Background: an optimization exercise with open tools, aiming at small area, a short achievable clock period and few clock cycles. Do not read the settings as production practice.
Only simulation tests tie the RTL to the original design; equivalence was not proved.

==> run.sh <==
#!/bin/bash
# synth_recipe.tcl (not shown) runs the flow's synth.tcl, then flattens the netlist and writes it again
# the make line also repeats each setting of config.mk as NAME=value (left out here)
make -C /OpenROAD-flow-scripts/flow DESIGN_CONFIG=/design/flow/config.mk WORK_HOME=/design/flow/orfs CLKGATE_MAP_FILE= SYNTH_SCRIPT=/design/flow/synth_recipe.tcl finish
==> config.mk <==
export PLATFORM = sky130hd
export DESIGN_NAME = gf_ref_alu
export DESIGN_NICKNAME = gf_ref_alu
export VERILOG_FILES = /design/flow/design.v
export SDC_FILE = /design/flow/constraint.sdc
export NUM_CORES = 4
export LEC_CHECK = 0
export CAP_MARGIN = 20
export CORE_MARGIN = 2
export CORE_UTILIZATION = 45
export PLACE_DENSITY = 0.6
export SETUP_SLACK_MARGIN = 4
export SLEW_MARGIN = 20
==> constraint.sdc <==
create_clock -name core_clock -period 8.0 [get_ports {clk}]
set_input_delay 1.6000 -clock core_clock [delete_from_list [all_inputs] [get_ports {clk}]]
set_output_delay 1.6000 -clock core_clock [all_outputs]
set_load 0.01 [all_outputs]
==> design.v <==
module gf_serial_mul #(parameter D = 8) (
    input  wire         red,
    input  wire [31:0]  poly,
    input  wire [D-1:1] mt,
    input  wire [63:0]  r,
    input  wire [31:0]  x,
    input  wire [D-1:0] dg,
    output reg  [63:0]  rn
);
    integer i, j, l;
    reg [31+D:0] pp;
    always @(*) begin
        pp = {(32+D){1'b0}};
        for (j = 0; j < D; j = j + 1)
            if (dg[j]) pp = pp ^ ({{D{1'b0}}, x} << j);
    end
    wire [63:0] t = {r[63-D:0], {D{1'b0}}} ^ {{(32-D){1'b0}}, pp};
    reg [D-1:0] mm;
    reg [D-1:0] q;
    reg [D-1:0] n [0:D-1];
    reg [D-1:0] qr;
    always @(*) begin
        mm = {mt, 1'b1};
        for (i = 0; i < D; i = i + 1) begin
            n[i] = {D{1'b0}};
            for (l = i + 1; l < D; l = l + 1)
                for (j = i; j < l; j = j + 1)
                    n[i][l] = n[i][l] ^ (mm[j-i] & x[32+j-l]);
            qr[i] = 1'b0;
            for (j = i; j < D; j = j + 1)
                qr[i] = qr[i] ^ (mm[j-i] & r[32+j-D]);
        end
        for (i = 0; i < D; i = i + 1) begin
            q[i] = qr[i];
            for (l = i + 1; l < D; l = l + 1)
                q[i] = q[i] ^ (dg[l] & n[i][l]);
        end
    end
    reg [31+D:0] qp;
    always @(*) begin
        qp = {(32+D){1'b0}};
        for (j = 0; j < D; j = j + 1)
            if (q[j]) qp = qp ^ ({{D{1'b0}}, poly} << j);
        if (red) rn = {32'd0, t[31:0] ^ qp[31:0]};
        else     rn = t;
    end
endmodule
module gf_inv_euclid (
    input  wire [32:0] u,
    input  wire [32:0] v,
    input  wire [32:0] zn,
    input  wire [32:0] gn,
    input  wire [5:0]  du,
    input  wire [5:0]  dv,
    input  wire        fin,      
    output wire        finn,     
    input  wire [4:0]  fl,       
    output wire [4:0]  fln,      
    output wire        top,
    output wire        sw,
    output reg  [32:0] un,
    output reg  [32:0] znn,
    output wire [5:0]  dun
);
    assign top = u[32];
    wire xe = u[32] & ~fin;
    assign sw = xe & fl[4];
    wire [32:0] w  = u  ^ (xe ? v  : 33'd0);
    wire [32:0] wz = zn ^ (xe ? gn : 33'd0);
    wire ge2 = sw ? fl[1] : fl[3];
    wire ge3 = sw ? fl[0] : fl[2];
    wire s2 = ~w[31] & ge2;
    wire s3 = ~w[31] & ~w[30] & ge3;
    wire [5:0] du1 = du - 6'd1, du2 = du - 6'd2, du3 = du - 6'd3;
    wire [5:0] dv1 = dv - 6'd1, dv2 = dv - 6'd2, dv3 = dv - 6'd3;
    always @(*) begin
        if (s3) begin
            un  = {w[29:0], 3'b000};
            znn = {wz[29:0], wz[32:30]};
        end else if (s2) begin
            un  = {w[30:0], 2'b00};
            znn = {wz[30:0], wz[32:31]};
        end else begin
            un  = {w[31:0], 1'b0};
            znn = {wz[31:0], wz[32]};
        end
    end
    assign dun = sw ? (s3 ? dv3 : s2 ? dv2 : dv1)
                    : (s3 ? du3 : s2 ? du2 : du1);
    function pick;
        input a1, a2, a3, b1, b2, b3;
        begin
            pick = sw ? (s3 ? b3 : s2 ? b2 : b1) : (s3 ? a3 : s2 ? a2 : a1);
        end
    endfunction
    wire [6:0] du_e = {1'b0, du}, dv_e = {1'b0, dv};
    assign fln[4] = pick(du_e < dv_e + 7'd1, du_e < dv_e + 7'd2, du_e < dv_e + 7'd3,
                         dv_e < du_e + 7'd1, dv_e < du_e + 7'd2, dv_e < du_e + 7'd3);
    assign fln[3] = pick(du >= 6'd3, du >= 6'd4, du >= 6'd5, dv >= 6'd3, dv >= 6'd4, dv >= 6'd5);
    assign fln[2] = pick(du >= 6'd4, du >= 6'd5, du >= 6'd6, dv >= 6'd4, dv >= 6'd5, dv >= 6'd6);
    assign fln[1] = sw ? fl[3] : fl[1];
    assign fln[0] = sw ? fl[2] : fl[0];
    assign finn = sw ? (s3 ? (dv == 6'd3) : s2 ? (dv == 6'd2) : (dv == 6'd1))
                     : (s3 ? (du == 6'd3) : s2 ? (du == 6'd2) : (du == 6'd1));
endmodule
module gf_ref_alu (
    input  wire        clk,
    input  wire        rst,
    input  wire        cmd_valid,
    output wire        cmd_ready,
    input  wire [7:0]  cmd_op,
    input  wire [1:0]  cmd_ksel,
    input  wire [31:0] cmd_poly,
    input  wire [63:0] cmd_a,
    input  wire [63:0] cmd_b,
    output wire        rsp_valid,
    input  wire        rsp_ready,
    output wire [3:0]  rsp_cc,
    output wire [63:0] rsp_result
);
    localparam D = 8;             
    localparam CW = 3;            
    localparam S_IDLE = 3'd0, S_RDY = 3'd1, S_MUL = 3'd2, S_INV = 3'd3,
               S_FA = 3'd4, S_FC = 3'd5, S_PSCAN = 3'd6;
    localparam M_B  = 3'd0,       
               M_R  = 3'd1,       
               M_A  = 3'd2,       
               M_SQ = 3'd3,       
               M_MA = 3'd4;       
    reg [2:0]  state;
    reg        eflg;              
    reg        eill;              
    reg        z0;                
    reg        fz;                
    reg  [4:0] efl;               
    reg        resp;              
    reg        o32, o16, o8, o4;  
    reg        rdy;               
    reg [2:0]  op;                
    reg        k4, k8, k16, k32;  
    reg [63:0] A, B;
    reg [31:0] R, X;
    reg        ux, zx, gx;        
    reg [D-1:0] DG;
    reg [D-1:1] MT;
    reg [CW-1:0] cnt;             
    reg [1:0]  dt;                
    reg [2:0]  mode;
    reg        red;
    reg [2:0]  cc;
    reg [5:0]  ecnt;
    reg        pbit;
    reg        w4;                
    reg        fc;                
    reg [5:0]  du, dv;
    wire [31:0] P  = B[63:32];
    wire [32:0] U  = {ux, B[31:0]};
    wire [32:0] V  = {1'b1, A[63:32]};
    wire [32:0] Zn = {zx, R};
    wire [32:0] Gn = {gx, X};
    assign cmd_ready  = rdy;
    assign rsp_valid  = resp;
    assign rsp_result = {A[63:32],
                         ({32{o32}} & R) | ({32{o16}} & {16'd0, R[31:16]}) |
                         ({32{o8}} & {24'd0, R[31:24]}) | ({32{o4}} & {28'd0, R[31:28]})};
    assign rsp_cc     = {1'b0, cc};
    function [31:0] align;        
        input [31:0] v;
        input [1:0]  k;
        begin
            case (k)
                2'd0: align = {v[3:0], 28'd0};
                2'd1: align = {v[7:0], 24'd0};
                2'd2: align = {v[15:0], 16'd0};
                default: align = v;
            endcase
        end
    endfunction
    function [31:0] align_h;      
        input [31:0] v;
        begin
            align_h = ({32{c_k4}}  & {v[3:0], 28'd0}) | ({32{c_k8}}  & {v[7:0], 24'd0}) |
                      ({32{c_k16}} & {v[15:0], 16'd0}) | ({32{c_k32}} & v);
        end
    endfunction
    reg [31:0] c_fm;
    reg [63:0] c_em;
    always @(*) begin
        case (cmd_ksel)
            2'd0: begin c_fm = 32'h0000000F; c_em = 64'h000000000000FFFF; end
            2'd1: begin c_fm = 32'h000000FF; c_em = 64'h000000000000FFFF; end
            2'd2: begin c_fm = 32'h0000FFFF; c_em = 64'h00000000FFFFFFFF; end
            default: begin c_fm = 32'hFFFFFFFF; c_em = 64'hFFFFFFFFFFFFFFFF; end
        endcase
    end
    wire c_a_el = |(cmd_a & ~{32'd0, c_fm});
    wire c_b_el = |(cmd_b & ~{32'd0, c_fm});
    wire c_a_ee = |(cmd_a & ~c_em);
    wire c_b_ee = |(cmd_b & ~c_em);
    wire c_p    = |(cmd_poly & ~c_fm);
    wire d_ill  = (cmd_op[7:3] != 5'b00010) || (cmd_op[2:0] == 3'd7);
    reg  c_opnd;
    always @(*) begin
        case (cmd_op[2:0])
            3'd3:    c_opnd = c_a_ee;
            3'd4:    c_opnd = c_a_el;
            3'd6:    c_opnd = c_a_el | c_b_ee;
            default: c_opnd = c_a_el | c_b_el;
        endcase
    end
    wire        d_k4 = (cmd_ksel == 2'd0), d_k8 = (cmd_ksel == 2'd1),
                d_k16 = (cmd_ksel == 2'd2), d_k32 = (cmd_ksel == 2'd3);
    wire [2:0] c_op = cmd_op[2:0];
    wire c_k4 = d_k4, c_k8 = d_k8, c_k16 = d_k16, c_k32 = d_k32;
    wire c_ill = d_ill, c_err = d_err, c_z0 = d_z0;
    wire c_inv = (c_op == 3'd4);
    wire c_ala = (c_op == 3'd1) | c_inv | (c_op == 3'd5) | (c_op == 3'd6);
    wire c_alb = (c_op == 3'd1) | (c_op == 3'd2) | (c_op == 3'd5);
    wire c_euc = c_inv | (c_op == 3'd5);
    wire [31:0] c_al_a = align_h(cmd_a[31:0]);
    wire [31:0] c_al_b = align_h(cmd_b[31:0]);
    wire [31:0] c_al_p = align_h(cmd_poly);
    wire        c_pow  = (c_op == 3'd6);
    wire [31:0] c_b_hi = c_k32 ? cmd_b[63:32] : c_k16 ? {16'd0, cmd_b[31:16]} : {24'd0, cmd_b[15:8]};
    wire [31:0] c_b_lm = ~c_pow ? 32'hFFFFFFFF : c_k32 ? 32'hFFFFFFFF :
                         c_k16 ? 32'h0000FFFF : 32'h000000FF;
    wire        d_err = d_ill | c_p | c_opnd;
    wire        d_z0  = (cmd_op[0] ? cmd_b[31:0] : cmd_a[31:0]) == 32'd0;
    wire [5:0]  kval  = {k32, k16, k8, k4, 2'b00};
    wire [CW-1:0] nde = {1'b0, k32, k32 | k16};                      
    wire [CW-1:0] ndw = {k32, k32 | k16, 1'b1};              
    wire [31:0] one_l = {3'd0, k4, 3'd0, k8, 7'd0, k16, 15'd0, k32};  
    wire [31:0] fmask = {{16{k32}}, {8{k32 | k16}}, {4{~k4}}, 4'hF};
    function [D-1:1] mt_of;
        input [31:0] pl;
        reg [D-1:0] m;
        integer i, l;
        begin
            m[0] = 1'b1;
            for (i = 1; i < D; i = i + 1) begin
                m[i] = 1'b0;
                for (l = 1; l <= i; l = l + 1)
                    m[i] = m[i] ^ (pl[32-l] & m[i-l]);
            end
            mt_of = m[D-1:1];
        end
    endfunction
    wire [D-1:1] d_mt = d_k4  ? mt_of({cmd_poly[3:0], 28'd0}) :
                        d_k8  ? mt_of({cmd_poly[7:0], 24'd0}) :
                        d_k16 ? mt_of({cmd_poly[15:0], 16'd0}) : mt_of(cmd_poly);
    function [D-1:0] dsel_l;
        input [31:0] v;
        input        q4;
        input [1:0]  t;
        begin
            if (q4) dsel_l = {4'd0, v[31:28]};
            else begin
                case (t)
                    2'd0: dsel_l = v[31:24];
                    2'd1: dsel_l = v[23:16];
                    2'd2: dsel_l = v[15:8];
                    default: dsel_l = v[7:0];
                endcase
            end
        end
    endfunction
    function [D-1:0] dsel_r;
        input [63:0] s;
        input [CW-1:0] c;
        begin
            dsel_r = s[c*D +: D];
        end
    endfunction
    wire [63:0] mul_rn;
    gf_serial_mul #(.D(D)) u_mul (
        .red(red), .poly(P), .mt(MT), .r({A[63:32], R}), .x(X), .dg(DG), .rn(mul_rn)
    );
    reg [D-1:0] dg_next;
    always @(*) begin
        case (mode)
            M_B:     dg_next = dsel_l(B[31:0], k4, dt + 1'b1);
            M_R:     dg_next = dsel_r(A, cnt - 1'b1);
            M_SQ:    dg_next = dsel_l(X, k4, dt + 1'b1);
            default: dg_next = dsel_l(A[31:0], k4, dt + 1'b1);
        endcase
    end
    wire [D-1:0] rn_top = dsel_l(mul_rn[31:0], k4, 2'd0);
    wire        e_fin = fz;
    wire        e_finn, e_top, e_sw;
    wire [4:0]  e_fln;
    wire [32:0] e_un, e_zn;
    wire [5:0]  e_du;
    gf_inv_euclid u_inv (
        .u(U), .v(V), .zn(Zn), .gn(Gn), .du(du), .dv(dv),
        .fin(e_fin), .finn(e_finn), .fl(efl), .fln(e_fln), .top(e_top), .sw(e_sw), .un(e_un), .znn(e_zn), .dun(e_du)
    );
    wire [31:0] zn_init = c_op[0] ? ({31'd0, c_k4} << 24 | {31'd0, c_k8} << 16 | {31'd0, c_k16} | {31'd0, c_k32} << 1)
                                    : ({31'd0, c_k4} << 29 | {31'd0, c_k8} << 25 | {31'd0, c_k16} << 17 | {31'd0, c_k32} << 1);
    wire [CW-1:0] c_nde = {1'b0, c_k32, c_k32 | c_k16};
    wire [CW-1:0] c_ndw = {c_k32, c_k32 | c_k16, 1'b1};
    wire [31:0]   c_one = {3'd0, c_k4, 3'd0, c_k8, 7'd0, c_k16, 15'd0, c_k32};
    wire [31:0] Ah = A[63:32];
    wire        f_carry = (state == S_FC);
    wire [31:0] f_m  = {{16{k32}}, {8{k32 | k16}}, 8'hFF};
    wire [4:0]  f4_sum = f_carry ? ({1'b0, Ah[3:0]} + {4'd0, Ah[4]})
                                 : ({1'b0, Ah[7:4]} + {1'b0, Ah[3:0]});
    function [32:0] padd;
        input [31:0] x, y;
        input        ci;
        reg [31:0] g, p, gg, pp, g2, p2;
        reg [32:0] c;
        integer lv, b, m;
        begin
            g = x & y;
            p = x ^ y;
            gg = g; pp = p;
            for (lv = 0; lv < 5; lv = lv + 1) begin
                g2 = gg; p2 = pp;
                for (b = 0; b < 32; b = b + 1)
                    if ((b >> lv) & 1) begin
                        m = ((b >> lv) << lv) - 1;    
                        g2[b] = gg[b] | (pp[b] & gg[m]);
                        p2[b] = pp[b] & pp[m];
                    end
                gg = g2; pp = p2;
            end
            c[0] = ci;
            for (b = 0; b < 32; b = b + 1)
                c[b+1] = gg[b] | (pp[b] & ci);
            padd = {c[32], p ^ c[31:0]};
        end
    endfunction
    wire [32:0] f_sum = padd(Ah, B[31:0], fc);
    wire        f_co  = k32 ? f_sum[32] : k16 ? f_sum[16] : f_sum[8];
    wire x_top  = |{k4 & Ah[3], k8 & Ah[7], k16 & Ah[15], k32 & Ah[31]};
    wire x_next = |{k4 & Ah[2], k8 & Ah[6], k16 & Ah[14], k32 & Ah[30]};
    wire [31:0] e_val  = Ah & fmask;
    wire        e_zero = (e_val == 32'd0) | (e_val == fmask);
    always @(posedge clk) begin
        if (rst) begin
            state <= S_IDLE;
            resp  <= 1'b0;
            rdy   <= 1'b0;
            eflg  <= 1'b0;
        end else begin
          if (resp && rsp_ready) resp <= 1'b0;
          if (eflg) begin
            eflg     <= 1'b0;
            cc       <= eill ? 3'd1 : 3'd4;
            R        <= 32'd0;
            A[63:32] <= 32'd0;
            rdy      <= 1'b1;
            state    <= S_RDY;
          end else begin
            case (state)
                S_IDLE: begin
                    if (cmd_valid && (!resp || rsp_ready)) begin
                        op    <= c_op;
                        k4    <= c_k4;
                        k8    <= c_k8;
                        k16   <= c_k16;
                        k32   <= c_k32;
                        MT    <= d_mt;
                        A     <= {c_euc ? c_al_p : c_pow ? c_b_hi : cmd_a[63:32],
                                  c_ala ? c_al_a : cmd_a[31:0]};
                        B     <= {c_al_p, c_inv ? c_al_a : c_alb ? c_al_b : (cmd_b[31:0] & c_b_lm)};
                        cc    <= 3'd0;
                        R     <= 32'd0;
                        eill  <= c_ill;
                        o32   <= ~((c_op == 3'd1) | (c_op == 3'd3) | (c_op == 3'd5) | (c_op == 3'd6)) | c_k32;
                        o16   <= ((c_op == 3'd1) | (c_op == 3'd3) | (c_op == 3'd5) | (c_op == 3'd6)) & c_k16;
                        o8    <= ((c_op == 3'd1) | (c_op == 3'd3) | (c_op == 3'd5) | (c_op == 3'd6)) & c_k8;
                        o4    <= ((c_op == 3'd1) | (c_op == 3'd3) | (c_op == 3'd5) | (c_op == 3'd6)) & c_k4;
                        z0    <= c_z0;
                        fz    <= 1'b0;
                        efl   <= 5'b01111;
                        begin
                            case (c_op)
                                3'd0: begin                    
                                    R     <= cmd_a[31:0] ^ cmd_b[31:0];
                                    rdy   <= ~c_err;
                                    state <= S_RDY;
                                end
                                3'd1, 3'd2: begin              
                                    X     <= c_op[1] ? cmd_a[31:0] : c_al_a;
                                    DG    <= dsel_l(c_al_b, c_k4, 2'd0);
                                    dt    <= 2'd0;
                                    cnt   <= c_nde;
                                    rdy   <= (c_nde == {CW{1'b0}}) & ~c_err;
                                    mode  <= M_B;
                                    red   <= ~c_op[1];
                                    state <= S_MUL;
                                end
                                3'd3: begin                    
                                    X     <= c_one;
                                    DG    <= dsel_r(cmd_a, c_ndw);
                                    cnt   <= c_ndw;
                                    mode  <= M_R;
                                    red   <= 1'b1;
                                    state <= S_MUL;
                                end
                                3'd4, 3'd5: begin              
                                    ux    <= 1'b0;
                                    du    <= {c_k32, c_k16, c_k8, c_k4, 2'b00};
                                    dv    <= {c_k32, c_k16, c_k8, c_k4, 2'b00};
                                    R     <= zn_init;
                                    X     <= 32'd0;
                                    zx    <= 1'b0;
                                    gx    <= 1'b0;
                                    state <= S_INV;
                                end
                                default: begin                 
                                    X     <= c_al_a;
                                    w4    <= 1'b0;
                                    fc    <= 1'b0;
                                    state <= S_FA;
                                end
                            endcase
                        end
                        eflg <= c_err;
                    end
                end
                S_MUL: begin
                    R <= mul_rn[31:0];
                    if (!red) A[63:32] <= mul_rn[63:32];
                    if (cnt == {CW{1'b0}}) begin
                        case (mode)
                            M_B, M_R, M_A: begin
                                if (red) A[63:32] <= 32'd0;
                                if (rdy) begin
                                    rdy   <= 1'b0;
                                    resp  <= 1'b1;
                                    state <= S_IDLE;
                                end else begin
                                    rdy   <= 1'b1;
                                    state <= S_RDY;
                                end
                            end
                            default: begin
                                X   <= mul_rn[31:0];
                                cnt <= nde;
                                dt  <= 2'd0;
                                if (mode == M_SQ && pbit) begin
                                    R    <= 32'd0;
                                    DG   <= dsel_l(A[31:0], k4, 2'd0);
                                    mode <= M_MA;
                                end else if (ecnt == 6'd0) begin
                                    A[63:32] <= 32'd0;
                                    rdy      <= 1'b1;
                                    state    <= S_RDY;
                                end else begin
                                    R        <= 32'd0;
                                    DG       <= rn_top;
                                    mode     <= M_SQ;
                                    pbit     <= x_top;
                                    A[63:32] <= Ah << 1;
                                    ecnt     <= ecnt - 1'b1;
                                end
                            end
                        endcase
                    end else begin
                        DG  <= dg_next;
                        cnt <= cnt - 1'b1;
                        dt  <= dt + 1'b1;
                        if (cnt == {{(CW-1){1'b0}}, 1'b1} && mode < M_SQ) rdy <= 1'b1;
                    end
                end
                S_INV: begin
                    if (e_fin) begin
                        A[63:32] <= 32'd0;
                        if (!e_top) begin
                            cc    <= z0 ? 3'd0 : 3'd7;
                            R     <= 32'd0;
                            rdy   <= 1'b1;
                            state <= S_RDY;
                        end else if (op[0]) begin              
                            X     <= R;
                            R     <= 32'd0;
                            DG    <= dsel_l(A[31:0], k4, 2'd0);
                            dt    <= 2'd0;
                            cnt   <= nde;
                            rdy   <= (nde == {CW{1'b0}});
                            mode  <= M_A;
                            red   <= 1'b1;
                            state <= S_MUL;
                        end else begin
                            rdy   <= 1'b1;
                            state <= S_RDY;
                        end
                    end else begin
                        {ux, B[31:0]} <= e_un;
                        {zx, R}       <= e_zn;
                        du            <= e_du;
                        fz            <= e_finn;
                        efl           <= e_fln;
                        if (e_sw) begin
                            A[63:32] <= B[31:0];
                            {gx, X}  <= Zn;
                            dv       <= du;
                        end
                        if (e_finn && e_un[32] && !op[0]) begin
                            A[63:32] <= 32'd0;
                            rdy      <= 1'b1;
                            state    <= S_RDY;
                        end
                    end
                end
                S_FA: begin
                    if (w4) A[63:32] <= {27'd0, f4_sum};
                    else begin
                        A[63:32] <= f_sum[31:0] & f_m;
                        fc       <= f_co;
                        B[31:0]  <= 32'd0;
                    end
                    state <= S_FC;
                end
                S_FC: begin
                    if (w4) A[63:32] <= {28'd0, f4_sum[3:0]};
                    else    A[63:32] <= f_sum[31:0];
                    ecnt <= kval - 1'b1;
                    if (k4 && !w4) begin
                        w4    <= 1'b1;
                        state <= S_FA;
                    end else begin
                        state <= S_PSCAN;
                    end
                end
                S_PSCAN: begin
                    A[63:32] <= Ah << 1;
                    if (e_zero) begin
                        R        <= 32'd1;
                        {o32, o16, o8, o4} <= 4'b1000;
                        A[63:32] <= 32'd0;
                        rdy      <= 1'b1;
                        state    <= S_RDY;
                    end else if (x_top) begin
                        if (ecnt == 6'd0) begin
                            R        <= X;
                            A[63:32] <= 32'd0;
                            rdy      <= 1'b1;
                            state    <= S_RDY;
                        end else begin
                            R        <= 32'd0;
                            DG       <= dsel_l(A[31:0], k4, 2'd0);
                            dt       <= 2'd0;
                            cnt      <= nde;
                            mode     <= M_SQ;
                            red      <= 1'b1;
                            pbit     <= x_next;
                            A[63:32] <= Ah << 2;
                            ecnt     <= ecnt - 1'b1;
                            state    <= S_MUL;
                        end
                    end else begin
                        ecnt <= ecnt - 1'b1;
                    end
                end
                S_RDY: begin
                    rdy   <= 1'b0;
                    resp  <= 1'b1;
                    state <= S_IDLE;
                end
                default: state <= S_IDLE;
            endcase
          end
        end
    end
endmodule
==> run notes, run 1 <==
The number of cells on the worst reg-to-reg path is 15. The share of post-route cells with drive strength above 1 is 0.1141. Synthesis inferred 266 register bits. OpenSTA, run right after detailed placement, puts the worst setup slack at 2.490 ns. The placed wire-length estimate came out at 123.5 mm.

The CTS tree is yes. The path class of the tightest hold or removal check is reg -> reg. The count of standard-cell rows is 101.

The post-layout minimum cycle time is 4.211 ns. Entering global routing, the biggest net connects 75 pins.

The number of cells produced by synthesis came out at 4,569. For this block, the via count after detailed routing is 37,340. The final setup TNS is 0 ns. The headroom to the max-slew limit is 0.2395. For the final database, setup skew stands at 0.03727 ns. The chip width came out at 279.5 µm. The data required time of the critical path is 8.42 ns. The final cell count without fillers is 5,600. The number of antenna violations at the first check in global routing was 10. The flow ran to the end and the layout has no timing, DRC or antenna violations. The most common cell in the synthesized netlist is sky130_fd_sc_hd__nand2_1.

During synthesis, Yosys emitted a total of 4 warnings. The clock-pin slew of the registers on the worst-case setup and hold paths is 0.06 ns. By count the netlist is led by sky130_fd_sc_hd__nand2_1, sky130_fd_sc_hd__xnor2_1, sky130_fd_sc_hd__nor2_1. The floorplan step defined a die boundary enclosing 78,100 µm². The via density per instance is 6.667.

The peak fanout along the critical path is 5. The initial DRC count came out at 6,398. The unique cell type count in the Yosys netlist is 76.

Buffers inserted during clock tree synthesis total 36. The growth of design area from synthesis to finish is 17.80%. After synthesis, the cell types taking the most area are sky130_fd_sc_hd__edfxtp_1, sky130_fd_sc_hd__xnor2_1, sky130_fd_sc_hd__nand2_1. The number of placed instances, taps included is 5,439.

The critical path capture point type is a flop. The final net count is 4,877. The total count of max-transition violations in the final report is 0.

The floorplan step set the die height to 279.5 µm. Routability-driven placement finished with a final weighted congestion of 1.061. Dividing the final minimum period by the clock period gives 0.5264. The area share of the largest cell type after synthesis is 0.2287.

The initial core utilization is 0.4518. The fraction of registers with async set/reset came out at 0. The via count of the first global-routing pass came to 33,760. Setup slack closes at 3.789 ns. The hold buffer count at cts came out at 0. The number of sinks on the clock net is 266.

The clock tree buffer depth is 3. STA classifies the critical path startpoint as a flop. In this run the cell area of the synthesized design comes to 34,150 µm². The number of cells on the worst hold path is 2. The post-detailed-route count of antenna-violating nets came out at 0. The H-tree depth is 2. Synthesis produced a netlist with a net count of 4,852.

The predominant post-synthesis flop cell is sky130_fd_sc_hd__edfxtp_1. The largest area contributor in the synthesized netlist is sky130_fd_sc_hd__edfxtp_1. After detailed placement, the total cell area comes to 36,860 µm².

The number of endpoints failing setup at the final stage is 0. Dividing the detail-routed wire length by the instance count gives 30.81 µm. The slew at the pin with the worst max-slew slack came out at 1.136 ns. For this run, design rule violations remaining after detail routing come to 0. The global-route wire length before repair came out at 243.2 mm.

The number of hold violations in the final report is 0. The mean cell area of the mapped netlist is 7.473 µm². Static timing analysis puts the maximum clock frequency at 237.5 MHz. The floorplan step defined a core boundary enclosing 75,570 µm². The number of synthesized flops with an enable pin came out at 260.

Setup repair after global routing could not meet its margin everywhere. Buffers placed on the I/O ports in this run total 242. The sequential fraction of the synthesis area is 0.2322.

The critical path is of the reg -> reg type. The total of max-cap violations is 0.

The pre-antenna-repair detailed-routing pass consisted of 13 iterations. The data arrival time at the worst-slack endpoint came out at 4.63 ns. Clock latency on the worst-skew pair, taken at its later pin, is 0.58 ns.

The total wire length came out at 172.5 mm. The global routing usage summed across all routing layers is 0.4230. The finished cells cover 40,220 µm². The number of top-level pins is 244. The root buffer cell chosen for the clock tree is sky130_fd_sc_hd__clkbuf_16. The final global-route overflow total came out at 0.
-- per-layer routing --
metal / vias to the layer above / share of wire / global-route usage / routed length, µm
met4: 4 / 0.066 / 0.2219 / 11470
met5: - / 0.00013 / 0 / 23
met1: 17780 / 0.37 / 0.5578 / 64620
li1: 16050 / - / - / -
met3: 628 / 0.14 / 0.1265 / 24910
met2: 2870 / 0.41 / 0.6227 / 71500
-- layout make-up --
| class | count | area, µm² |
|---|---|---|
| Fill cell | 7210 | 35350 |
| Clock buffer | 41 | 919.6 |
| Antenna cell | 5 | 12.51 |
| Clock inverter | 20 | 173.9 |
| Inverter | 72 | 274.0 |
| Timing Repair inverter | 1 | 7.507 |
| Multi-Input combinational cell | 3772 | 25330 |
| Sequential cell | 266 | 7930 |
| Timing Repair Buffer | 445 | 4352 |
| Tap cell | 978 | 1224 |
-- cells in the final DEF (no fill, tap or decap), types with 15 or more instances in the layout --
cell                              Yosys  layout
sky130_fd_sc_hd__nand2_1            927     903
sky130_fd_sc_hd__xnor2_1            533     460
sky130_fd_sc_hd__nor2_1             386     371
sky130_fd_sc_hd__a21oi_1            315     307
sky130_fd_sc_hd__edfxtp_1           260     260
sky130_fd_sc_hd__o21ai_0            227     216
sky130_fd_sc_hd__clkdlybuf4s50_1      0     216
sky130_fd_sc_hd__xor2_1             181     174
sky130_fd_sc_hd__buf_4               34     151
sky130_fd_sc_hd__ha_1               107     105
sky130_fd_sc_hd__nand3_1            104     103
sky130_fd_sc_hd__a22oi_1             74      73
sky130_fd_sc_hd__inv_1               70      69
sky130_fd_sc_hd__nor3_1              74      68
sky130_fd_sc_hd__mux2i_1             67      65
sky130_fd_sc_hd__xnor2_2              2      65
sky130_fd_sc_hd__a221oi_1            64      61
sky130_fd_sc_hd__o22ai_1             59      59
sky130_fd_sc_hd__a211oi_1            52      48
sky130_fd_sc_hd__and2_1              47      46
sky130_fd_sc_hd__clkbuf_16            0      42
sky130_fd_sc_hd__nor4_1              46      38
sky130_fd_sc_hd__a222oi_1            37      37
sky130_fd_sc_hd__a31oi_1             36      36
sky130_fd_sc_hd__o211ai_1            34      34
sky130_fd_sc_hd__mux4_2              33      33
sky130_fd_sc_hd__nand2b_1            34      32
sky130_fd_sc_hd__nor2b_1             34      31
sky130_fd_sc_hd__mux2_2              28      26
sky130_fd_sc_hd__a21o_1              25      25
sky130_fd_sc_hd__and3_1              22      22
sky130_fd_sc_hd__o221ai_1            22      22
sky130_fd_sc_hd__buf_6                0      22
sky130_fd_sc_hd__nand4_1             21      21
sky130_fd_sc_hd__nand2_2              0      18
sky130_fd_sc_hd__a32o_1              17      17
sky130_fd_sc_hd__a221o_1             15      15
-- worst paths after layout --
| check | from | endpoint | slack [ns] |
|---|---|---|---|
| worst min register to register | resp | resp | 0.52 |
| worst min-delay path | resp | resp | 0.52 |
| worst max-delay path | X[31] | DG[1] | 3.79 |
| worst max register to register | X[31] | DG[1] | 3.79 |
-- metrics by stage --
step / hold WS [ns] / util
after global placement: 0.5062 / 0.4875
after floorplan: 0.5084 / -
final: 0.5209 / 0.5323
after global routing: 0.5483 / 0.5322
after CTS: 0.5231 / 0.5156
after detailed placement: 0.5118 / 0.4877
-- state kept, by name (all words and copies together) (netlist names), 6 cells and up --
register,cells
A,64
DG,8
dv,6
ecnt,6
MT,7
B,64
X,32
du,6
R,32
-- critical path: stages (launching register included) --
cell,delay (ns)
sky130_fd_sc_hd__edfxtp_1,0.50
sky130_fd_sc_hd__buf_6,0.19
sky130_fd_sc_hd__a21bo_4,0.21
sky130_fd_sc_hd__a21boi_2,0.13
sky130_fd_sc_hd__xnor3_2,0.59
sky130_fd_sc_hd__buf_8,0.20
sky130_fd_sc_hd__o211a_1,0.13
sky130_fd_sc_hd__o211a_1,0.24
sky130_fd_sc_hd__o2111a_1,0.27
sky130_fd_sc_hd__a211o_1,0.27
sky130_fd_sc_hd__a211oi_2,0.26
sky130_fd_sc_hd__o21ai_2,0.16
sky130_fd_sc_hd__xnor2_2,0.28
sky130_fd_sc_hd__mux2i_1,0.14
sky130_fd_sc_hd__a311o_1,0.31
sky130_fd_sc_hd__a21oi_2,0.16
-- kinds of logic after synthesis --
| logic type | share of synthesized area |
|---|---|
| adders and majority gates | 0.04038 |
| buffers and inverters | 0.06394 |
| muxes | 0.05064 |
| xor gates and xnor gates | 0.1941 |
| other | 0.0001098 |
| and+or+nand+nor | 0.2155 |
| DFF | 0.2322 |
| AOI/OAI and AO/OA | 0.2032 |
-- what timing repair did --
| action | CTS | global route |
|---|---|---|
| resized for setup | 152 | 181 |
| pin swaps | 27 | 68 |
| endpoints found under the setup margin | 210 | 148 |
| cloned | 4 | 7 |
| setup buffers | 50 | 34 |
Testbench counts, summed over its fixed seeds: cycles 44,907.
==> inputs of run 2 (changes only) <==
--- a/design.v
+++ b/design.v
@@ -445,8 +445,15 @@
                                     DG   <= dsel_l(A[31:0], k4, 2'd0);
                                     mode <= M_MA;
+                                    rdy  <= (nde == {CW{1'b0}}) && (ecnt == 6'd0);
                                 end else if (ecnt == 6'd0) begin
                                     A[63:32] <= 32'd0;
-                                    rdy      <= 1'b1;
-                                    state    <= S_RDY;
+                                    if (rdy) begin
+                                        rdy   <= 1'b0;
+                                        resp  <= 1'b1;
+                                        state <= S_IDLE;
+                                    end else begin
+                                        rdy   <= 1'b1;
+                                        state <= S_RDY;
+                                    end
                                 end else begin
                                     R        <= 32'd0;
@@ -456,4 +463,5 @@
                                     A[63:32] <= Ah << 1;
                                     ecnt     <= ecnt - 1'b1;
+                                    rdy      <= (nde == {CW{1'b0}}) && (ecnt == 6'd1) && !x_top;
                                 end
                             end
@@ -463,5 +471,7 @@
                         cnt <= cnt - 1'b1;
                         dt  <= dt + 1'b1;
-                        if (cnt == {{(CW-1){1'b0}}, 1'b1} && mode < M_SQ) rdy <= 1'b1;
+                        if (cnt == {{(CW-1){1'b0}}, 1'b1} &&
+                            (mode < M_SQ || (ecnt == 6'd0 && (mode == M_MA || !pbit))))
+                            rdy <= 1'b1;
                     end
                 end
@@ -550,4 +560,5 @@
                             A[63:32] <= Ah << 2;
                             ecnt     <= ecnt - 1'b1;
+                            rdy      <= (nde == {CW{1'b0}}) && (ecnt == 6'd1) && !x_next;
                             state    <= S_MUL;
                         end
==> run 2 against run 1 <==
  * Clock skew decreased by 0.012 ns
  * Synthesized cell count increased by 0.20%
  * First-iteration DRC count increased by 7.4%
  * Sequential cell count unchanged
  * Wire length increased by 2.4%
  * Via count increased by 1.6%
  * Count of clock-buffer cells in the layout unchanged
  * Final area increased by 1.0%
  * Maximum frequency increased by 2.3%
==> run notes, run 2 <==
For this design, the slowest cell found on the critical path is sky130_fd_sc_hd__clkdlybuf4s50_1. The post-detailed-route count of antenna-violating nets is 0. The count of standard-cell rows is 101.

The cell area after synthesis is 34,210 µm². The routed design could run at a clock period as short as 4.116 ns. The sequential cell area came out at 7929 µm². Walking the worst path, the cells encountered are clkdlybuf4s50_1 > mux4_2 > a22oi_1 > nor2_1 > a311oi_1 > a21oi_1. The headroom to the max-slew limit came out at 0.2053. Counting along the longest clock path gives a buffer depth of 3.

The number of top-level pins is 244. The mean cell area of the mapped netlist is 7.473 µm². The final worst hold slack is 0.5552 ns. Counting every net in the synthesized netlist gives 4,862.

STA classifies the critical path startpoint as an input pin. Counting instances in the post-synthesis netlist gives the leading cell types as sky130_fd_sc_hd__nand2_1, sky130_fd_sc_hd__xnor2_1, sky130_fd_sc_hd__nor2_1. The global-route wire length before repair is 247.2 mm.

The number of optimization iterations in the first detailed-route pass came out at 8. The number of cells produced by synthesis is 4,578.

In the final timing run, aggregate negative setup slack is 0 ns. The average wire per cell in the routed design came out at 31.19 µm. In this run the horizontal extent of the chip is 279.7 µm. The largest registers in the layout are A: 64 flops, B: 64 flops. The most common cell in the synthesized netlist is sky130_fd_sc_hd__nand2_1. The final worst setup slack came out at 3.884 ns. The number of antenna violations at the first check in global routing is 4. The die boundary height came out at 279.7 µm.

The most frequent standard cell in the layout excluding fill and tap cells is sky130_fd_sc_hd__nand2_1. The number of fillers in the final layout is 7,282. The via count of the first global-routing pass came out at 33,820. Clock latency on the worst-skew pair, taken at its later pin, is 0.58 ns. For this run, the leading register cell type out of synthesis is sky130_fd_sc_hd__edfxtp_1. The total wire length came out at 176.7 mm. Among cell families on the critical path, the largest total delay comes from buffers and inverters. The number of placed instances, taps included came out at 5,444. The first routing iteration left 6,873 violations. The final cell count without fillers came out at 5,664. The total CTS buffers came out at 36. The growth of design area from synthesis to finish came out at 18.75%. The final estimated routing congestion in global placement came out at 1.074.

The worst setup path is captured at a flop. The largest area contributor in the synthesized netlist is sky130_fd_sc_hd__edfxtp_1. The flow ran to the end and the layout has no timing, DRC or antenna violations. Clock-pin slew was measured on the worst setup and hold paths at 0.06 ns. The unique cell type count in the Yosys netlist came out at 82. Of the cells placed in the final design, the portion with a size suffix greater than 1 is 0.1191. The via density per instance is 6.695. The placed wire-length estimate is 125.3 mm. Detailed routing inserted a total of 37,920 vias.

The initial core utilization came out at 0.4527. The slew at the pin with the worst max-slew slack came out at 1.183 ns. The fraction of the cycle the final worst path needs is 0.5145. After synthesis, the cell types taking the most area are sky130_fd_sc_hd__edfxtp_1, sky130_fd_sc_hd__xnor2_1, sky130_fd_sc_hd__nand2_1. The area share of the largest cell type after synthesis came out at 0.2282.

The top cell types in the final layout, fill and taps aside, are sky130_fd_sc_hd__nand2_1, sky130_fd_sc_hd__xnor2_1, sky130_fd_sc_hd__nor2_1, sky130_fd_sc_hd__a21oi_1, sky130_fd_sc_hd__edfxtp_1. Data arrives at the worst endpoint at 4.39 ns. Global routing finished with a remaining overflow of 0. The tree is rooted in a sky130_fd_sc_hd__clkbuf_16.

Port buffering added 242 buffers. For this run, the share of the core covered by cells in the final layout is 0.5376. The post-placement setup slack is 2.639 ns. Across the run, the number of max-cap violations was 0. The global routing usage summed across all routing layers is 0.4325.

The H-tree depth came out at 2. The Yosys step of the flow raised 4 warnings. The tree built by TritonCTS fans out to 266 sinks.

The maximum achievable frequency is 243.0 MHz. The floorplan step defined a die boundary enclosing 78,250 µm². Setup violations remaining at the end of the flow were counted as 0.

The area of the multi-input gates came out at 25,230 µm². Data on the critical path is required at its endpoint by 8.28 ns. The final routed DRC violation total came out at 0. The net count of the finished layout is 4,940. The maximum number of pins on one net before global-route repair came out at 83.

The peak fanout along the critical path is 9. The post-synthesis sequential element count is 266. The number of buffer and inverter instances along the worst setup path is 1.

Setup repair after global routing could not meet its margin everywhere. The sequential fraction of the synthesis area is 0.2317. The hold buffer count at cts is 0. The region available for standard cell placement spans 75,570 µm². The number of hold violations in the final report is 0. TritonCTS built the clock tree. The worst hold path belongs to the class reg -> reg. The total count of max-transition violations in the final report was 0. For this run, the slowest stage of the critical path takes 0.97 ns. The clock skew is 0.02485 ns.

The number of synthesized flops with an enable pin came out at 260. After synthesis, the share of flip-flops with an asynchronous set or reset is 0.

The classification of the worst setup path is in -> reg.
-- run 2: cell types whose count changed in the layout (fill, tap and decap cells not counted), moves of 14 or more --
cell                       before  now
sky130_fd_sc_hd__a221oi_2       2   19
sky130_fd_sc_hd__a22oi_1       73   56
sky130_fd_sc_hd__a31oi_1       36   54
sky130_fd_sc_hd__a32o_1        17    0
sky130_fd_sc_hd__buf_4        151  195
sky130_fd_sc_hd__nand2_1      903  934
sky130_fd_sc_hd__nand3_1      103   72
sky130_fd_sc_hd__nor2_1       371  344
sky130_fd_sc_hd__o22ai_1       59   82
sky130_fd_sc_hd__xnor2_1      460  519
sky130_fd_sc_hd__xnor2_2       65   33
sky130_fd_sc_hd__xor2_1       174  160
-- run 2: per-stage QoR --
stage | cell area (µm²)
after floorplan | 34320
after global placement | 36850
after detailed placement | 36850
after CTS | 39280
after global routing | 40620
final | 40630
-- run 2: cells by family after synthesis --
kind of cell | Yosys count | synth area share
other | 1 | 0.0001096
DFF | 266 | 0.2317
xor gates and xnor gates | 742 | 0.1964
muxes | 128 | 0.05069
adders and majority gates | 110 | 0.04067
buffers and inverters | 529 | 0.06415
AOI/OAI and AO/OA | 1094 | 0.2046
and+or+nand+nor | 1708 | 0.2117
-- run 2: final cells by class --
class	instances	share of cell area
multi-input cells	3791	0.6210
flip-flops and latches	266	0.1952
repair buffers	479	0.1141
well taps	978	0.03012
clock buffers	41	0.02316
clock inverters	25	0.008562
inverters	82	0.007761
diodes	2	0.0001232
-- run 2: final timing paths --
kind                 start  endpoint  slack [ns]  depth (start not counted)
setup / recovery  cmd_a[3]     X[31]        3.88                          6
hold / removal        eill     cc[0]        0.56                          2
setup reg to reg     DG[2]     DG[3]        3.91                         16
hold reg to reg       eill     cc[0]        0.56                          2
-- run 2: worst min-delay path, stage by stage, from the launching register on --
cell                       delay (ns)
sky130_fd_sc_hd__edfxtp_1        0.34
sky130_fd_sc_hd__nand2_1         0.05
sky130_fd_sc_hd__nand2_1         0.06
-- run 2: metal layers --
layer	routed length [µm]	global-route usage	up-vias
met1	66210	0.5752	17970
met2	71860	0.6248	3104
met4	12880	0.2442	6
met5	128	0.01126	-
met3	25570	0.1244	642
li1	-	-	16200
-- run 2: timing repair --
action                                  4_1_cts  5_1_grt
cloned                                        9        7
gates resized for setup                      98      152
endpoints found under the setup margin      221      150
buffers inserted                             66       70
pin swaps                                    17      106
Testbench counts of run 2, summed over its fixed seeds: cycles 44,464.
==> inputs of run 3 (changes only) <==
--- a/config.mk
+++ b/config.mk
@@ -12,2 +12,3 @@
 export SETUP_SLACK_MARGIN = 4
 export SLEW_MARGIN = 20
+export TNS_END_PERCENT = 20
==> run 3 against run 2 <==
  * Via count up 0.35%
  * Maximum frequency down 1.1%
  * Worst hold slack worse by 0.016 ns
  * Sequential share of layout area up 0.057 points
  * Die area unchanged
  * Synthesized cell count unchanged
  * Non-clock buffer count up 8
==> run notes, run 3 <==
The largest area contributor in the synthesized netlist is sky130_fd_sc_hd__edfxtp_1. In this run the tool buffered the top-level ports with 242 buffer cells. The maximum achievable frequency came out at 240.3 MHz.

The hold buffer count at cts came out at 0. In the synthesized netlist the dominant register cell turns out to be sky130_fd_sc_hd__edfxtp_1. The clock latency reported for the late side of the worst-skew pair is 0.59 ns. In the final layout, the share of cells above drive strength 1 is 0.1124.

The final setup TNS came out at 0 ns. The most common cell in the synthesized netlist is sky130_fd_sc_hd__nand2_1. Entering global routing, the biggest net connects 82 pins. The global routing usage summed across all routing layers came out at 0.4359. The area growth from synthesis to layout is 18.42%.

At the end of routability-driven placement, the weighted congestion stood at 1.054. The slowest stage of the critical path is the sky130_fd_sc_hd__nor2_1 cell. The number of top-level pins is 244. The first detailed-routing pass took 10 iterations. The sequential fraction of the synthesis area is 0.2317. By startpoint and endpoint, the worst setup path is classified as in -> reg. The final worst setup slack came out at 3.838 ns. The clock tree buffer depth is 3. The synthesized design contains 266 register bits. Counting flops with a built-in enable in the synthesized netlist gives 260. Counting every net in the synthesized netlist gives 4,862.

In this run the clock root is driven by a sky130_fd_sc_hd__clkbuf_16. The number of hold violations in the final report came to 0. The endpoint identified for the worst register-to-register timing path is DG[3]. After detailed routing, the number of remaining DRC violations is 0.

Walking the worst path, the cells encountered are buf_2 > buf_6 > nor2_1 > nor3_1 > a221oi_1 > o31ai_1. The fraction of registers with async set/reset came out at 0. The fraction of the cycle the final worst path needs came out at 0.5203. The number of cells produced by synthesis is 4,578. The total wire length is 178.4 mm. The area of the placeable core came out at 75,570 µm². The peak fanout along the critical path is 61. The mean cell area of the mapped netlist came out at 7.473 µm². STA classifies the critical path startpoint as an input pin.

The headroom to the max-slew limit is 0.1542. The unique cell type count in the Yosys netlist came out at 82. The path type of the worst min-delay path is reg -> reg.

For this block, the initial DRC count from the detailed router was 6,532. The die boundary height came out at 279.7 µm. The global-route wire length before repair came out at 249.5 mm.

TritonCTS built the clock tree. STA classifies the critical path endpoint as a flop. The biggest cell delay along the critical path came out at 0.89 ns. In the final routed layout, each cell accounts on average for 31.46 µm. STA puts the critical path data required time at 8.28 ns. The total count of max-transition violations in the final report came out at 0.

In the layout the commonest cells are sky130_fd_sc_hd__nand2_1, sky130_fd_sc_hd__xnor2_1, sky130_fd_sc_hd__nor2_1, sky130_fd_sc_hd__a21oi_1, sky130_fd_sc_hd__edfxtp_1. After filler insertion, the fill cell instance count of the layout stands at 7,265. Ranked by instance count, the synthesized netlist is headed by sky130_fd_sc_hd__nand2_1, sky130_fd_sc_hd__xnor2_1, sky130_fd_sc_hd__nor2_1. The sequential cell area came out at 7930 µm². The chip width is 279.7 µm. The flow ran to the end and the layout has no timing, DRC or antenna violations.

The number of antenna violations at the first check in global routing is 7. Tracing the worst setup path back leads to its startpoint at cmd_ksel[1]. The die footprint came out at 78,250 µm². The total number of vias came out at 38,050. Before CTS, the worst setup slack after placement is 2.813 ns. The largest registers in the layout are A: 64 flops, B: 64 flops. The worst register-to-register path begins at X[29]. The count of standard-cell rows is 101. The H-tree depth came out at 2.

The final global-route overflow total is 0. Yosys printed 4 warnings. The final net count is 4,945. The clock skew is 0.02530 ns.

By area the synthesized netlist is led by sky130_fd_sc_hd__edfxtp_1, sky130_fd_sc_hd__xnor2_1, sky130_fd_sc_hd__nand2_1. The number of sinks on the clock net is 266. The post-detailed-route count of antenna-violating nets came out at 0. The clock-pin slew of the registers on the worst-case setup and hold paths came out at 0.06 ns. TritonCTS created 37 clock buffers.

The area of the multi-input gates came out at 25,090 µm². The cell area after synthesis came out at 34,210 µm². The initial core utilization came out at 0.4527. The most frequent standard cell in the layout excluding fill and tap cells is sky130_fd_sc_hd__nand2_1.

The critical path ends at DG[7]. The slew at the pin with the worst max-slew slack came out at 1.264 ns. Detailed placement ended at an HPWL of 126.1 mm.

Using the TritonRoute via totals, the vias-per-cell ratio works out to 6.710. Setup repair after global routing could not meet its margin everywhere. The post-layout minimum cycle time came out at 4.162 ns.

The area share of the largest cell type after synthesis is 0.2282. The number of endpoints failing setup at the final stage came out at 0. Counting cells, the worst reg-to-reg path comes to 17. The data arrival time at the worst-slack endpoint is 4.44 ns. The via count of the first global-routing pass came to 33,910. The total of max-cap violations came out at 0. The slack of the worst reg-to-reg path is 3.88 ns.
## run 3: cell counts after synthesis
Identical to the previous run, type by type.
## run 3: worst min path at each step
stage | startpoint | endpoint | slack, ns | cells past startpoint
2_1_floorplan | efl[2] | efl[0] | 0.51 | 1
3_3_place_gp | efl[2] | efl[0] | 0.52 | 1
3_5_place_dp | efl[2] | efl[0] | 0.54 | 1
4_1_cts | eill | cc[0] | 0.54 | 2
5_1_grt | eill | cc[0] | 0.55 | 2
6_report | eill | cc[0] | 0.54 | 2
## run 3: layout make-up
class	instances	share of cell area
clock buffer	47	0.02483
multi-input combinational	3786	0.6192
timing repair inverter	1	0.0001235
clock inverter	20	0.004694
sequential	266	0.1957
antenna	4	0.0002471
inverter	82	0.007690
tap	978	0.03020
timing repair buffer	487	0.1172
## run 3: cell families (layout without fill, tap and decap cells)
logic type,after synthesis,count (layout),share of synthesized area
and+or+nand+nor,1708,1708,0.2117
AOI/OAI and AO/OA,1094,1094,0.2046
xor gates and xnor gates,742,745,0.1964
buffers and inverters,529,637,0.06415
DFF,266,266,0.2317
muxes,128,128,0.05069
adders and majority gates,110,110,0.04067
other,1,5,0.0001096
## run 3: critical path, delay by kind of cell
family          cells  cell delay (ns)
simple gates        2             1.23
compound gates      2             0.95
buf+inv             2             0.62
## run 3: timing repair
action | CTS | global route
pin swaps | 17 | 57
gates resized for setup | 91 | 148
setup buffers | 69 | 64
setup endpoints to repair | 171 | 229
gates cloned | 5 | 5
## run 3: per-stage QoR
stage                     instances  area (µm²)  hold WS (ns)    util
after floorplan                4578       34250        0.5079       -
after global placement         5456       36900        0.5183  0.4882
after detailed placement       5457       36910        0.5362  0.4885
after CTS                      5598       39250        0.5384  0.5194
after global routing           5667       40500        0.5546  0.5360
final                          5671       40510        0.5388  0.5361
## run 3: metal layers
metal	GRT usage	wire length [µm]	share of wire
met5	0	27	0.00015
met4	0.2321	12780	0.072
met3	0.1368	27250	0.15
met2	0.6280	72710	0.41
met1	0.5799	65610	0.37
==> inputs of run 4 (changes only) <==
--- a/config.mk
+++ b/config.mk
@@ -8,7 +8,6 @@
 export CAP_MARGIN = 20
 export CORE_MARGIN = 2
-export CORE_UTILIZATION = 45
-export PLACE_DENSITY = 0.6
+export CORE_UTILIZATION = 40
+export PLACE_DENSITY = 0.55
 export SETUP_SLACK_MARGIN = 4
 export SLEW_MARGIN = 20
-export TNS_END_PERCENT = 20
==> run 4 against run 3 <==
  * Critical path type is now reg -> reg
  * Critical endpoint is now X[30]
  * Wire length rose by 1.4%
  * Non-clock buffer count decreased by 19
  * First-iteration DRC count about the same
  * Still clean on timing, DRC and antenna
  * Core utilization fell by 6.2 points
  * Cell count rose by 2.4%
  * Worst hold slack got worse by 0.0097 ns
==> run notes, run 4 <==
The post-layout minimum cycle time came out at 4.185 ns. The number of gates on the worst path with buffers counted came out at 18. The final worst setup slack is 3.815 ns. The mean cell area of the mapped netlist is 7.473 µm². For this run, the leading register cell type out of synthesis is sky130_fd_sc_hd__edfxtp_1. The unique cell type count in the Yosys netlist is 82.

The count of standard-cell rows came out at 107. The data required time of the critical path is 8.30 ns.

After detailed routing, the wire length on met1 is 69.40 mm. The length of routed met2 wiring came out at 74.39 mm. The biggest cell delay along the critical path came out at 0.47 ns. The slowest stage of the critical path belongs to the cell sky130_fd_sc_hd__xnor3_4. The critical path capture point type is a flop. The most common cell in the synthesized netlist is sky130_fd_sc_hd__nand2_1. The cell family contributing the most delay on the critical path is XOR/XNOR gates. The clock-pin slew of the registers on the worst-case setup and hold paths is 0.06 ns.

The fraction of registers with async set/reset came out at 0. The final global-route overflow total came out at 0. 244 I/O pins were placed. The global routing usage summed across all routing layers is 0.3944. Measured against its own limit, the worst slew margin works out to 0.2284. By count the netlist is led by sky130_fd_sc_hd__nand2_1, sky130_fd_sc_hd__xnor2_1, sky130_fd_sc_hd__nor2_1. The final routed DRC violation total came out at 0.

The largest area contributor in the synthesized netlist is sky130_fd_sc_hd__edfxtp_1. The post-detailed-route count of antenna-violating nets came out at 0. Dividing the final minimum period by the clock period gives 0.5231. The cell area after synthesis came out at 34,210 µm². The area share of the largest cell type after synthesis came out at 0.2282. The met3 wire length came out at 25.21 mm. The number of fillers in the final layout is 8,494. The die footprint is 87,890 µm². The global-route wire length before repair is 250.8 mm.

The maximum number of pins on one net before global-route repair came out at 83. Of all nets on the critical path, the largest fanout is 7. The critical path starts at MT[1]. The number of antenna violations at the first check in global routing came out at 3.

The path type of the worst min-delay path is reg -> reg. TritonCTS built the clock tree. The total number of vias came out at 37,510. The detailed router finished its first iteration with 6,527 violations.

The maximum achievable frequency came out at 239.0 MHz. The top cell types in the final layout, fill and taps aside, are sky130_fd_sc_hd__nand2_1, sky130_fd_sc_hd__xnor2_1, sky130_fd_sc_hd__nor2_1, sky130_fd_sc_hd__a21oi_1, sky130_fd_sc_hd__edfxtp_1. The startpoint of the worst register-to-register path is MT[1]. The hold path startpoint is resp.

The flow ran to the end and the layout has no timing, DRC or antenna violations. The worst register-to-register path has a depth of 18. The growth of design area from synthesis to finish came out at 17.92%.

Routability-driven placement finished with a final weighted congestion of 1.041. The most numerous cell type found on the critical path is sky130_fd_sc_hd__xnor2_2. The post-placement setup slack is 2.800 ns. The number of optimization iterations in the first detailed-route pass came out at 9. The data arrival time at the worst-slack endpoint came out at 4.49 ns.

In the final layout, the registers with the most flip-flops are A: 64 flops, B: 64 flops. The final layout contains 4,921 nets. The die boundary height came out at 296.5 µm. The average wire per cell in the routed design came out at 31.16 µm. When the netlist entered floorplanning its net count stood at 4,862. The buffer cell driving the clock tree root is sky130_fd_sc_hd__clkbuf_16. The total count of max-transition violations in the final report is 0.

The total wire length came out at 180.9 mm. The quantity of I/O buffers inserted on ports is 242. The clock latency reported for the late side of the worst-skew pair came out at 0.58 ns. Routed signal wires occupy layers up through met5. Setup repair after global routing could not meet its margin everywhere. The total of max-cap violations came out at 0. The area of the placeable core is 85,010 µm². The post-synthesis sequential element count came out at 266.

The via count of the first global-routing pass is 33,140. The Yosys warning count is 4. Traced cell by cell, the critical path runs through buf_12 > nand2_4 > xor3_2 > nand2_1 > xnor3_1 > xor2_1 > xnor3_4 > buf_12 > buf_8 > buf_4 > nand2_4 > xor2_2 > xnor2_2 > xnor2_2 > nand2_2 > xnor2_2 > mux2i_1 > a21oi_2. The library cell used most frequently in the layout, excluding fill and tap cells, is sky130_fd_sc_hd__nand2_1. The clock skew is 0.02455 ns. The total CTS buffers came out at 34. Ranked by total cell area, the synthesized netlist is headed by sky130_fd_sc_hd__edfxtp_1, sky130_fd_sc_hd__xnor2_1, sky130_fd_sc_hd__nand2_1. At the pin with the least slew margin, the transition time is 1.153 ns. The number of buffer and inverter instances along the worst setup path is 4. The number of cells produced by synthesis is 4,578. Setup violations remaining at the end of the flow were counted as 0. The share of post-route cells with drive strength above 1 came out at 0.1105.

The initial core utilization came out at 0.4024. The number of hold violations in the final report came to 0. The number of synthesized flops with an enable pin came out at 260. The clock passes through at most 3 buffers. The H-tree depth came out at 2. The die is 296.5 µm wide. The via density per instance is 6.461. Buffers inserted to repair hold after CTS numbered 0. The worst hold path was traced through 2 stages.

The classification of the worst setup path is reg -> reg. The wire-length estimate of the detail-placed layout is 130.2 mm. Setup total negative slack on the finished layout was measured at 0 ns.

The worst setup path is launched from a flop. The sequential fraction of the synthesis area is 0.2317. The number of sinks on the clock net is 266.
run 4: metrics by stage:
stage / std cells / instance area, µm² / hold slack (ns) / utilization
6_report: 5806 / 40340 / 0.5291 / 0.4746
5_1_grt: 5805 / 40340 / 0.5568 / 0.4745
4_1_cts: 5745 / 39130 / 0.5370 / 0.4603
3_5_place_dp: 5615 / 37110 / 0.5275 / 0.4365
3_3_place_gp: 5615 / 37110 / 0.5271 / 0.4365
2_1_floorplan: 4578 / 34320 / 0.5079 / -
run 4: layout make-up:
type                       instances  area (µm²)  share of cell area
timing repair buffer             468        4508              0.1117
clock inverter                    20       132.6            0.003287
tap                             1144        1431             0.03548
multi-input combinational       3784       25080              0.6215
antenna                            1       2.502          0.00006203
inverter                          82       322.8            0.008001
clock buffer                      40       937.1             0.02323
sequential                       266        7930              0.1966
timing repair inverter             1       5.005           0.0001241
run 4: worst paths after layout:
check,endpoint,slack [ns]
worst max-delay path,X[30],3.82
worst min register to register,resp,0.53
worst max register to register,X[30],3.82
worst min-delay path,resp,0.53
run 4: worst min-delay path, stage by stage, from the launching register on:
cell and delay (ns):
sky130_fd_sc_hd__dfxtp_1 0.33, sky130_fd_sc_hd__nand2b_4 0.09, sky130_fd_sc_hd__a21oi_1 0.06
run 4: per-layer routing:
layer / up-vias / global-route usage
met1: 17840 / 0.5418
met5: - / 0
li1: 16130 / -
met3: 557 / 0.09795
met2: 2975 / 0.5678
met4: 2 / 0.2076
run 4: repair_timing:
item | CTS | global route
resized for setup | 83 | 149
pin swaps | 10 | 87
buffers inserted | 68 | 54
setup endpoints to repair | 166 | 151
gates cloned | 2 | 5
run 4: cell families after synthesis:
logic type | count (synthesis) | share of synthesized area
AO/OA/AOI/OAI | 1094 | 0.2046
XOR/XNOR | 742 | 0.1964
adder cells (fa/ha/maj) | 110 | 0.04067
buffers and inverters | 529 | 0.06415
flip-flops | 266 | 0.2317
multiplexers | 128 | 0.05069
other | 1 | 0.0001096
AND/OR/NAND/NOR | 1708 | 0.2117
==> inputs of run 5 (changes only) <==
--- a/design.v
+++ b/design.v
@@ -139,5 +139,6 @@
     reg [2:0]  op;                
     reg        k4, k8, k16, k32;  
-    reg [63:0] A, B;
+    reg [63:0] B;
+    reg [63:32] A;               
     reg [31:0] R, X;
     reg        ux, zx, gx;        
@@ -276,11 +277,13 @@
         .red(red), .poly(P), .mt(MT), .r({A[63:32], R}), .x(X), .dg(DG), .rn(mul_rn)
     );
+    wire [31:0] a_in = ({32{k4}}  & {cmd_a[3:0], 28'd0}) | ({32{k8}}  & {cmd_a[7:0], 24'd0}) |
+                       ({32{k16}} & {cmd_a[15:0], 16'd0}) | ({32{k32}} & cmd_a[31:0]);
     reg [D-1:0] dg_next;
     always @(*) begin
         case (mode)
             M_B:     dg_next = dsel_l(B[31:0], k4, dt + 1'b1);
-            M_R:     dg_next = dsel_r(A, cnt - 1'b1);
+            M_R:     dg_next = dsel_r(cmd_a, cnt - 1'b1);
             M_SQ:    dg_next = dsel_l(X, k4, dt + 1'b1);
-            default: dg_next = dsel_l(A[31:0], k4, dt + 1'b1);
+            default: dg_next = dsel_l(a_in, k4, dt + 1'b1);
         endcase
     end
@@ -362,6 +365,5 @@
                         k32   <= c_k32;
                         MT    <= d_mt;
-                        A     <= {c_euc ? c_al_p : c_pow ? c_b_hi : cmd_a[63:32],
-                                  c_ala ? c_al_a : cmd_a[31:0]};
+                        A[63:32] <= c_euc ? c_al_p : c_pow ? c_b_hi : cmd_a[63:32];
                         B     <= {c_al_p, c_inv ? c_al_a : c_alb ? c_al_b : (cmd_b[31:0] & c_b_lm)};
                         cc    <= 3'd0;
@@ -443,5 +445,5 @@
                                 if (mode == M_SQ && pbit) begin
                                     R    <= 32'd0;
-                                    DG   <= dsel_l(A[31:0], k4, 2'd0);
+                                    DG   <= dsel_l(a_in, k4, 2'd0);
                                     mode <= M_MA;
                                     rdy  <= (nde == {CW{1'b0}}) && (ecnt == 6'd0);
@@ -487,5 +489,5 @@
                             X     <= R;
                             R     <= 32'd0;
-                            DG    <= dsel_l(A[31:0], k4, 2'd0);
+                            DG    <= dsel_l(a_in, k4, 2'd0);
                             dt    <= 2'd0;
                             cnt   <= nde;
@@ -552,5 +554,5 @@
                         end else begin
                             R        <= 32'd0;
-                            DG       <= dsel_l(A[31:0], k4, 2'd0);
+                            DG       <= dsel_l(a_in, k4, 2'd0);
                             dt       <= 2'd0;
                             cnt      <= nde;
--- a/config.mk
+++ b/config.mk
@@ -8,6 +8,6 @@
 export CAP_MARGIN = 20
 export CORE_MARGIN = 2
-export CORE_UTILIZATION = 40
-export PLACE_DENSITY = 0.55
+export CORE_UTILIZATION = 45
+export PLACE_DENSITY = 0.6
 export SETUP_SLACK_MARGIN = 4
 export SLEW_MARGIN = 20
==> run 5 against run 4 <==
  * Maximum frequency grew 2.9%
  * Global-route usage up 3.9 points
  * Core utilization is 5.2 points higher
  * Area after synthesis shrank 1.3%
==> run notes, run 5 <==
The die is 277.9 µm wide. The number of synthesized flops with an enable pin came out at 228. The H-tree depth is 1.

The data arrival time at the worst-slack endpoint came out at 4.61 ns. The library cells used most frequently in the layout, excluding fill and tap cells, are sky130_fd_sc_hd__nand2_1, sky130_fd_sc_hd__xnor2_1, sky130_fd_sc_hd__a21oi_1, sky130_fd_sc_hd__nor2_1, sky130_fd_sc_hd__o21ai_0. The worst setup path is captured at a flop. After the last flow step, the layout net total stands at 4,881. The total count of max-transition violations in the final report was 0. Summed over all failing endpoints, the final setup total negative slack is 0 ns. The area share of the largest cell type after synthesis came out at 0.2028. The initial DRC count came out at 6,382. The via density per instance is 6.801. The slew at the pin with the worst max-slew slack is 1.291 ns. The initial utilization of the core area, before any placement, comes to 0.4543. Counting flops with an async set or reset pin after synthesis yields a share of 0. The share of post-route cells with drive strength above 1 is 0.09717.

The die footprint is 77,230 µm². The first global-routing pass estimated 247.0 mm of wire. The post-placement setup slack came out at 2.843 ns.

The unique cell type count in the Yosys netlist came out at 87. The number of placed instances, taps included is 5,451. The classification of the worst setup path is in -> reg. The growth of design area from synthesis to finish is 15.81%. The number of hold violations in the final report is 0.

The fraction of the cycle the final worst path needs is 0.5084. The area of the placeable core is 74,320 µm². The sequential fraction of the synthesis area came out at 0.2063.

The total CTS buffers is 30. The largest area contributor in the synthesized netlist is sky130_fd_sc_hd__edfxtp_1. Measured along the y axis, the die boundary spans 277.9 µm. The headroom to the max-slew limit came out at 0.1367.

The via count of the first global-routing pass is 34,270. The clock-pin slew of the registers on the worst-case setup and hold paths is 0.06 ns. The worst register-to-register path has a depth of 15. The total wire length came out at 174.7 mm. The mean cell area of the mapped netlist is 7.406 µm². The startpoint class of the critical path is an input pin.

The flow ran to the end and the layout has no timing, DRC or antenna violations. The post-synthesis sequential element count is 234. The most common cell in the synthesized netlist is sky130_fd_sc_hd__nand2_1. The post-detailed-route count of antenna-violating nets is 0.

The maximum number of pins on one net before global-route repair is 75. The clock skew came out at 0.01292 ns. By area the synthesized netlist is led by sky130_fd_sc_hd__edfxtp_1, sky130_fd_sc_hd__xnor2_1, sky130_fd_sc_hd__nand2_1.

The most used flip-flop cell after synthesis is sky130_fd_sc_hd__edfxtp_1. The final worst setup slack came out at 3.932 ns. The final estimated routing congestion in global placement is 1.126. In this run the worst hold path is classified as reg -> reg.
[run 5: cell count changes after synthesis, sizes merged, moves of 24 or more]
| cell | previous run | this run |
|---|---|---|
| nor2 | 359 | 293 |
| xor2 | 176 | 227 |
| edfxtp | 260 | 228 |
| a22o | 9 | 34 |
| nand3 | 73 | 107 |
| o21ai | 241 | 285 |
| o22ai | 82 | 58 |
| xnor2 | 557 | 446 |
[run 5: through the flow]
step / cell area [µm²] / hold WS [ns] / utilization
finish: 39100 / 0.5910 / 0.5261
global placement: 36660 / 0.5617 / 0.4932
detailed placement: 36670 / 0.5458 / 0.4934
floorplan: 33800 / 0.5079 / -
global route: 39090 / 0.6322 / 0.5259
CTS: 38370 / 0.5851 / 0.5162
[run 5: kinds of logic (layout without fill, tap and decap cells)]
logic type      after synthesis  in the layout  share of synthesized area
other cells                   1              6                  0.0001111
flops                       234            234                     0.2063
simple gates               1693           1694                     0.2143
mux                         134            134                    0.05403
compound gates             1165           1165                     0.2235
buf+inv                     517            576                    0.06148
fa+ha+maj                   110            110                    0.04121
xor+xnor                    705            707                     0.1991
[run 5: repair_timing]
| action | CTS | global route |
|---|---|---|
| setup buffers | 41 | 34 |
| setup endpoints to repair | 200 | 165 |
| gates cloned | 4 | 3 |
| endpoints found under the hold margin | 0 | 0 |
| pin swaps | 8 | 13 |
| resized for setup | 62 | 116 |
[run 5: final timing paths]
| check | startpoint | slack, ns | to |
|---|---|---|---|
| setup / recovery | cmd_b[27] | 3.93 | rdy |
| hold / removal | eill | 0.59 | cc[0] |
| setup reg to reg | X[28] | 4.06 | DG[5] |
| hold reg to reg | eill | 0.59 | cc[0] |
[run 5: per-layer routing]
metal	share of wire	GRT usage
met5	0.0010	0.001251
met4	0.096	0.3218
met3	0.14	0.1359
met2	0.40	0.6207
met1	0.36	0.5459
[run 5: layout make-up]
cell class | count | area [µm²]
Clock buffer | 40 | 838.3
Multi-Input combinational cell | 3811 | 25260
Antenna cell | 5 | 12.51
Fill cell | 7340 | 35220
Tap cell | 969 | 1212
Inverter | 78 | 301.5
Timing Repair Buffer | 442 | 4298
Sequential cell | 234 | 6969
Clock inverter | 16 | 202.7
[run 5: critical path, stage by stage]
cell and delay [ns]:
sky130_fd_sc_hd__clkdlybuf4s50_1 0.80, sky130_fd_sc_hd__nor4_1 0.40, sky130_fd_sc_hd__and3_1 0.22, sky130_fd_sc_hd__and2_1 0.16, sky130_fd_sc_hd__o21ai_0 0.09, sky130_fd_sc_hd__o31ai_1 0.09
sky130_fd_sc_hd__a21oi_1 0.10, sky130_fd_sc_hd__o41ai_1 0.24, sky130_fd_sc_hd__and4b_2 0.50, sky130_fd_sc_hd__a211oi_1 0.15, sky130_fd_sc_hd__o21a_1 0.13, sky130_fd_sc_hd__nor3_1 0.11
Testbench counts of run 5, summed over its fixed seeds: cycles 44,464.

separate check: timing with driven ports:
The results above use ideal ports. As a check the final layouts listed here were re-extracted and re-timed, cells and wires unchanged. Step 1 assumes that a clkbuf_16 drives the clock port and a buf_2 every other input. Step 2, shift: input delay + t, output delay - t, t = (earliest + latest rising clock arrival at the registers) / 2. This alone moves slack from input paths to output paths. Three values: ideal ports, drivers, drivers and shift; two values: the first two.
run | t (ns) | setup WS [ns] | hold slack, ns | slew at the worst register clock pin (ns) | pins driven straight from the clock port
run 1 | 0.633 | 3.789 / 3.789 / 3.261 | 0.521 / 0.521 / 0.521 | 0.07 / 0.07 | 1
run 2 | 0.647 | 3.884 / 3.908 / 3.286 | 0.555 / 0.555 / 0.555 | 0.07 / 0.07 | 1
run 3 | 0.645 | 3.838 / 3.862 / 3.238 | 0.539 / 0.539 / 0.539 | 0.07 / 0.07 | 1
run 4 | 0.645 | 3.815 / 3.815 / 3.418 | 0.529 / 0.529 / 0.529 | 0.08 / 0.08 | 1
run 5 | 0.680 | 3.932 / 3.970 / 3.290 | 0.591 / 0.591 / 0.591 | 0.07 / 0.07 | 1
After both steps every run listed still meets setup and hold. The setup slack of run 5, which loses most, moves by +0.038 ns with the drivers and by -0.642 ns with both steps.
